Source: an optimization exercise on an open RTL-to-GDS flow (aim: small area, a short achievable clock period and few clock cycles). Production flows keep margins and buffers that such runs may drop.
RTL that was checked went through simulation tests only; none was proved equivalent to the original.
Power is estimated from default activity; no workload was simulated.

// simplevm_core
module simplevm_core (
    input  wire        clk,
    input  wire        rst,           
    output wire        mem_req,
    output wire        mem_we,
    output wire [11:0] mem_addr,
    output wire [7:0]  mem_wdata,
    input  wire        mem_ready,
    input  wire [7:0]  mem_rdata,
    output reg         out_valid,
    output wire [7:0]  out_byte,
    output wire        halted,
    output wire        faulted,
    output wire [7:0]  exit_code,
    output wire [2:0]  fault_kind,
    output wire [15:0] fault_pc,
    output wire [15:0] fault_word,
    output wire [3:0]  flags
);
Settings: LEC_CHECK=0, ABC_AREA=1, CAP_MARGIN=5, CORE_MARGIN=2, CORE_UTILIZATION=40, CTS_BUF_LIST=sky130_fd_sc_hd__clkbuf_4 sky130_fd_sc_hd__clkbuf_8, SLEW_MARGIN=5; clock period 15.0 ns.
standard.sh (not shown) runs the stock make flow with config.mk's settings and CLKGATE_MAP_FILE= SYNTH_SCRIPT=/design/flow/synth_recipe.tcl, a recipe that flattens the netlist after the stock synthesis.
==> flow/flow/run.sh <==
#!/bin/bash
# Standard layout with two changes: the port buffers are buf_2 cells, and
# timing repair aims for extra setup slack so that the critical paths get
# sized for speed even though the clock is met.
bash standard.sh 'BUFFER_PORTS_ARGS=-buffer_cell sky130_fd_sc_hd__buf_2' SETUP_SLACK_MARGIN=10.4 finish > standard.log 2>&1
The baseline completed with no timing, DRC or antenna violations.
Testbench counts at the start, summed over its fixed seeds: cycles 108,018.
==> next run, changes <==
--- a/flow/flow/run.sh
+++ b/flow/flow/run.sh
@@ -5 +5 @@
-bash standard.sh 'BUFFER_PORTS_ARGS=-buffer_cell sky130_fd_sc_hd__buf_2' SETUP_SLACK_MARGIN=10.4 finish > standard.log 2>&1
+bash standard.sh 'BUFFER_PORTS_ARGS=-buffer_cell sky130_fd_sc_hd__buf_2' SETUP_SLACK_MARGIN=10.55 finish > standard.log 2>&1
Settings changed: CAP_MARGIN 5 to 20, SLEW_MARGIN 5 to 20.
Result: Cell area grows by 4.4%. Total power increases by 4.7%. Critical path depth goes up by 1. Setup slack gets better by 160 ps. First-iteration DRC count went down by 25%. Area after synthesis stays the same. Non-clock buffer count went up by 56. Sequential power hardly moves. Global-route usage increases by 0.57 points. Sequential cell count does not change. Wire length is higher by about 3%.

Setup of job 101:
simplevm_core, a different RTL version from the one above (not shown whole).
Size in the first run: about 250 flip-flops, ~91 I/O pins.
make LEC_CHECK=0 ABC_AREA=1 CAP_MARGIN=20 CORE_MARGIN=2 CORE_UTILIZATION=40 SLEW_MARGIN=20 finish   # period 15.0 ns
run.sh (not shown) runs the stock make flow with config.mk's settings and CLKGATE_MAP_FILE= SYNTH_SCRIPT=/design/flow/synth_recipe.tcl, a recipe that flattens the netlist after the stock synthesis.
Stock flow here: none of the scripts above is used.
Testbench counts of job 101, summed over its fixed seeds: cycles 108,018.
## Diff of input files: job 102 against job 101
==> flow/flow/run.sh (new file) <==
#!/bin/bash
# Standard layout; timing repair aims for extra setup slack so that the
# critical paths get sized for speed even though the clock is met.
bash standard.sh SETUP_SLACK_MARGIN=9.5 finish > standard.log 2>&1
==> flow/standard.sh (new file) <==
#!/bin/bash
# synth_recipe.tcl (not shown) runs the flow's synth.tcl, then flattens the netlist and writes it again
# the make line also repeats each setting of config.mk as NAME=value (left out here)
make -C /OpenROAD-flow-scripts/flow DESIGN_CONFIG=/design/flow/config.mk WORK_HOME=/design/flow/orfs CLKGATE_MAP_FILE= SYNTH_SCRIPT=/design/flow/synth_recipe.tcl "${@:-finish}"
removed: flow/run.sh
Number of multi-input combinational cells in the layout delta (job 101 -> job 102): insignificant
Between job 101 and job 102, count of non-CTS buffers in the layout increased.
Compared job 102 vs job 101, and clock network fraction of total power is down in job 102.
On clock-pin slew on the worst setup and hold paths, job 102 and job 101 are neck and neck.
Net switching share of the total power in job 102 vs job 101: up 0.64 points
Against job 101, total power in job 102 rose by a few percent.
met1 capacity usage during global routing on job 102 is up relative to job 101.
Compared to job 101, job 102 has number of standard cells in the layout, taps in and fillers out 3.6% higher.
Going from job 101 to job 102, the worst setup slack was found to have gone up by 0.94 ns.

Another version of the RTL of simplevm_core (not shown whole).
Size in the first run: about 2000 cells after synthesis, about 250 flip-flops, ~16000 um2 of cells after synthesis.
Design simplevm_core, start of the top module:
module simplevm_core (
    input  wire        clk,
    input  wire        rst,           
    output wire        mem_req,
    output wire        mem_we,
    output wire [11:0] mem_addr,
    output wire [7:0]  mem_wdata,
    input  wire        mem_ready,
    input  wire [7:0]  mem_rdata,
    output reg         out_valid,
    output wire [7:0]  out_byte,
    output wire        halted,
    output wire        faulted,
    output wire [7:0]  exit_code,
    output wire [2:0]  fault_kind,
    output wire [15:0] fault_pc,
    output wire [15:0] fault_word,
    output wire [3:0]  flags
);
Settings: LEC_CHECK=0, ABC_AREA=1, CAP_MARGIN=20, CORE_MARGIN=2, CORE_UTILIZATION=40, CTS_BUF_LIST=sky130_fd_sc_hd__clkbuf_4 sky130_fd_sc_hd__clkbuf_8, SLEW_MARGIN=20; clock period 15.0 ns.
standard.sh (not shown) runs the stock make flow with config.mk's settings and CLKGATE_MAP_FILE= SYNTH_SCRIPT=/design/flow/synth_recipe.tcl, a recipe that flattens the netlist after the stock synthesis.
==> flow/flow/run.sh <==
#!/bin/bash
# Standard layout with two changes: the port buffers are buf_2 cells, and
# timing repair aims for extra setup slack so that the critical paths get
# sized for speed even though the clock is met.
bash standard.sh 'BUFFER_PORTS_ARGS=-buffer_cell sky130_fd_sc_hd__buf_2' SETUP_SLACK_MARGIN=10.25 finish > standard.log 2>&1
Testbench counts at the start, summed over its fixed seeds: cycles 108,018.
Edit:
Settings changed: CTS_BUF_LIST sky130_fd_sc_hd__clkbuf_4 sky130_fd_sc_hd__clkbuf_8 to default, TNS_END_PERCENT from default to 5.
The changed run passed the timing, design-rule and antenna checks.
Sequential power drops by about 0.4%.
Worst setup slack loses 200 ps.
Fmax came out lower by about 4%.
Edit:
==> flow/flow/run.sh (replaced) <==
#!/bin/bash
# Standard layout with two changes: the port buffers are buf_2 cells, and
# timing repair aims for extra setup slack so that the critical paths get
# sized for speed even though the clock is met.
bash standard.sh 'BUFFER_PORTS_ARGS=-buffer_cell sky130_fd_sc_hd__buf_2' SETUP_SLACK_MARGIN=10 finish > standard.log 2>&1
Settings changed: TNS_END_PERCENT 5 to default.
Final cell count is about the same.
Via count falls by 0.49%.
Wire length barely changes.
Setup slack gets worse by 27 ps.
Hold slack hardly moves.
Design area went up by about 0.3%.
Total power rises by 3.3%.
Clock power increases by about 12%.

## ember
simplevm_core, a different RTL version from the one above (not shown whole).
Size: about 2,000 cells after synthesis, ~250 flip-flops, ~91 I/O pins, roughly 16,000 sq um of cells after synthesis.
Settings: LEC_CHECK=0, ABC_AREA=1, CAP_MARGIN=20, CORE_MARGIN=2, CORE_UTILIZATION=40, SLEW_MARGIN=20; clock period 15.0 ns.
==> flow/flow/run.sh <==
#!/bin/bash
# Standard layout; timing repair aims for extra setup slack so that the
# critical paths get sized for speed even though the clock is met.
bash standard.sh SETUP_SLACK_MARGIN=10.5 finish > standard.log 2>&1
ember went all the way through the flow, and no timing, DRC or antenna check failed.
Testbench counts of ember, summed over its fixed seeds: cycles 108,018.
Setup changes, ember to yarrow
--- a/flow/flow/run.sh
+++ b/flow/flow/run.sh
@@ -4 +4 @@
-bash standard.sh SETUP_SLACK_MARGIN=10.5 finish > standard.log 2>&1
+bash standard.sh SETUP_SLACK_MARGIN=10 finish > standard.log 2>&1
--- outcome ---
- yarrow ended with every stage complete and zero timing, DRC or antenna violations.
- Cmp yarrow vs ember: number of fill cells in the layout higher in yarrow
- Compared with ember, yarrow shows a lower routing usage on met3.
- Compared with ember, yarrow shows a lower clock network power consumption.
- Summary of the comparison: cell count is lower in yarrow, relative to ember.
- yarrow against ember: global-route usage has decreased, design area has decreased.

Setup of before:
simplevm_core, a different RTL version from the one above (not shown whole).
For scale: about 250 flip-flops, ~91 I/O pins, roughly 16,000 um2 of cells after synthesis.
Settings: LEC_CHECK=0, ABC_AREA=1, CAP_MARGIN=20, CORE_MARGIN=2, CORE_UTILIZATION=60, SLEW_MARGIN=20; clock period 15.0 ns.
==> flow/flow/run.sh <==
#!/bin/bash
# Standard layout; timing repair aims for extra setup slack so that the
# critical paths get sized for speed even though the clock is met.
bash standard.sh SETUP_SLACK_MARGIN=10 finish > standard.log 2>&1
Changes in after relative to before:
Settings: CORE_UTILIZATION changed from 60 to 40.
==> comparison <==
Timing, DRC, antenna: 0 failures across before and after
Simple-gate share of the synthesized area across before and after: no real change.
Compared with before, after shows count of clock-net buffers in the final layout higher by 12.
The cell with the largest stage delay on the worst path comes out nor2_2 in one run and edfxtp_1 in the other, namely in before and after respectively.
Summary of after over before: cell count after placement shows an increase of about 8%, slack of the worst reg-to-reg path shows a reduction of 0.03 ns, logic depth of the worst register-to-register path shows a reduction of 2.
after consumes less power than before does.
Of before and after, after shows the higher non-clock buffer count, with before below it.
before -> after: per-cell via count in the routed design decreased by more than 10%
From before to after the numbers moved as follows: routed wire length on met3 moved down; sequential share of layout area now sits lower; cell area has increased.
No run of this note included a check of the RTL's function; only the layout flow was run.

RTL: one of the versions met above, not the one the previous note started from.
Size: ~2000 cells after synthesis, about 250 flip-flops, about 16000 sq um of cells after synthesis.
Settings: LEC_CHECK=0, ABC_AREA=1, CAP_MARGIN=20, CORE_MARGIN=2, CORE_UTILIZATION=40, CTS_BUF_LIST=sky130_fd_sc_hd__clkbuf_4 sky130_fd_sc_hd__clkbuf_8, GPL_TIMING_DRIVEN=1, SLEW_MARGIN=20; clock period 15.0 ns.
==> flow/flow/run.sh <==
#!/bin/bash
# Standard layout with two changes: the port buffers are buf_2 cells, and
# timing repair aims for extra setup slack so that the critical paths get
# sized for speed even though the clock is met.
bash standard.sh 'BUFFER_PORTS_ARGS=-buffer_cell sky130_fd_sc_hd__buf_2' SETUP_SLACK_MARGIN=10.4 finish > standard.log 2>&1
The starting point ran to the end with no violations.
Testbench counts at the start, summed over its fixed seeds: cycles 108,018.
Then changed:
--- a/flow/config.mk
+++ b/flow/config.mk
@@ -11 +11 @@
-export CORE_UTILIZATION = 40
+export CORE_UTILIZATION = 50
@@ -13 +12,0 @@
-export GPL_TIMING_DRIVEN = 1
After rerunning:
- The new run finished clean
- critical path depth is lower by 1
- core utilization grows by 12 points
- register-to-register slack is worse by 0.04 ns
- hold slack barely changes
Then changed:
--- a/flow/config.mk
+++ b/flow/config.mk
@@ -11 +11 @@
-export CORE_UTILIZATION = 50
+export CORE_UTILIZATION = 40
What happened:
- The changed run completed with no timing, DRC or antenna violations
- total power hardly moves
- cell count grows by 4.8%
- worst setup slack degrades by 0.0069 ns
- die area increases by 24%
- sequential cell count is unchanged
- wire length climbs by 1.0%
- final area grows by 0.80%
- via count drops by 0.43%
- sequential power hardly moves

-- re-timing with driven ports --
The flow's constraints put no driver on any port. The routed layouts listed below were extracted and timed again, unchanged, in two steps.
Step 1 assumes that a clkbuf_16 drives the clock port and a buf_2 every other input.
Step 2 also shifts input and output timing later by t, the mid clock arrival at the registers, as if the neighbouring blocks saw the same clock.
Slacks: ideal / step 1 / step 2; pairs: ideal / step 1.
run	t, ns	slack for setup (ns)	clock arrival spread, ns	worst slew at a driven data input, ns	pins driven straight from the clock port
the first run of note 1	0.669	10.354 / 10.383 / 9.714	0.038 / 0.038	0.04	1
the second run of note 1	0.663	10.518 / 10.477 / 9.852	0.027 / 0.027	0.06	1
job 101	0.645	8.215 / 8.159 / 8.649	0.028 / 0.028	0.03	1
job 102	0.643	9.152 / 9.131 / 8.879	0.027 / 0.027	0.03	1
the first run of note 3	0.631	10.305 / 10.257 / 9.651	0.021 / 0.021	0.14	1
the second run of note 3	0.627	10.104 / 10.093 / 9.467	0.031 / 0.031	0.11	1
the third run of note 3	0.627	10.077 / 10.064 / 9.438	0.017 / 0.017	0.11	1
ember	0.626	10.193 / 10.140 / 9.840	0.024 / 0.024	0.06	1
yarrow	0.621	10.012 / 9.960 / 9.487	0.016 / 0.017	0.03	1
before	0.619	9.979 / 9.928 / 9.391	0.015 / 0.015	0.04	1
after	0.626	10.057 / 10.007 / 9.470	0.019 / 0.018	0.03	1
the first run of note 6	0.674	10.431 / 10.437 / 9.767	0.042 / 0.042	0.04	1
the second run of note 6	0.653	10.438 / 10.397 / 9.789	0.017 / 0.016	0.09	1
the third run of note 6	0.674	10.431 / 10.437 / 9.767	0.042 / 0.042	0.04	1
After both steps every run listed still meets setup and hold. For the second run of note 1, which loses most, drivers alone change the setup slack by -0.041 ns; drivers and shift together by -0.666 ns.
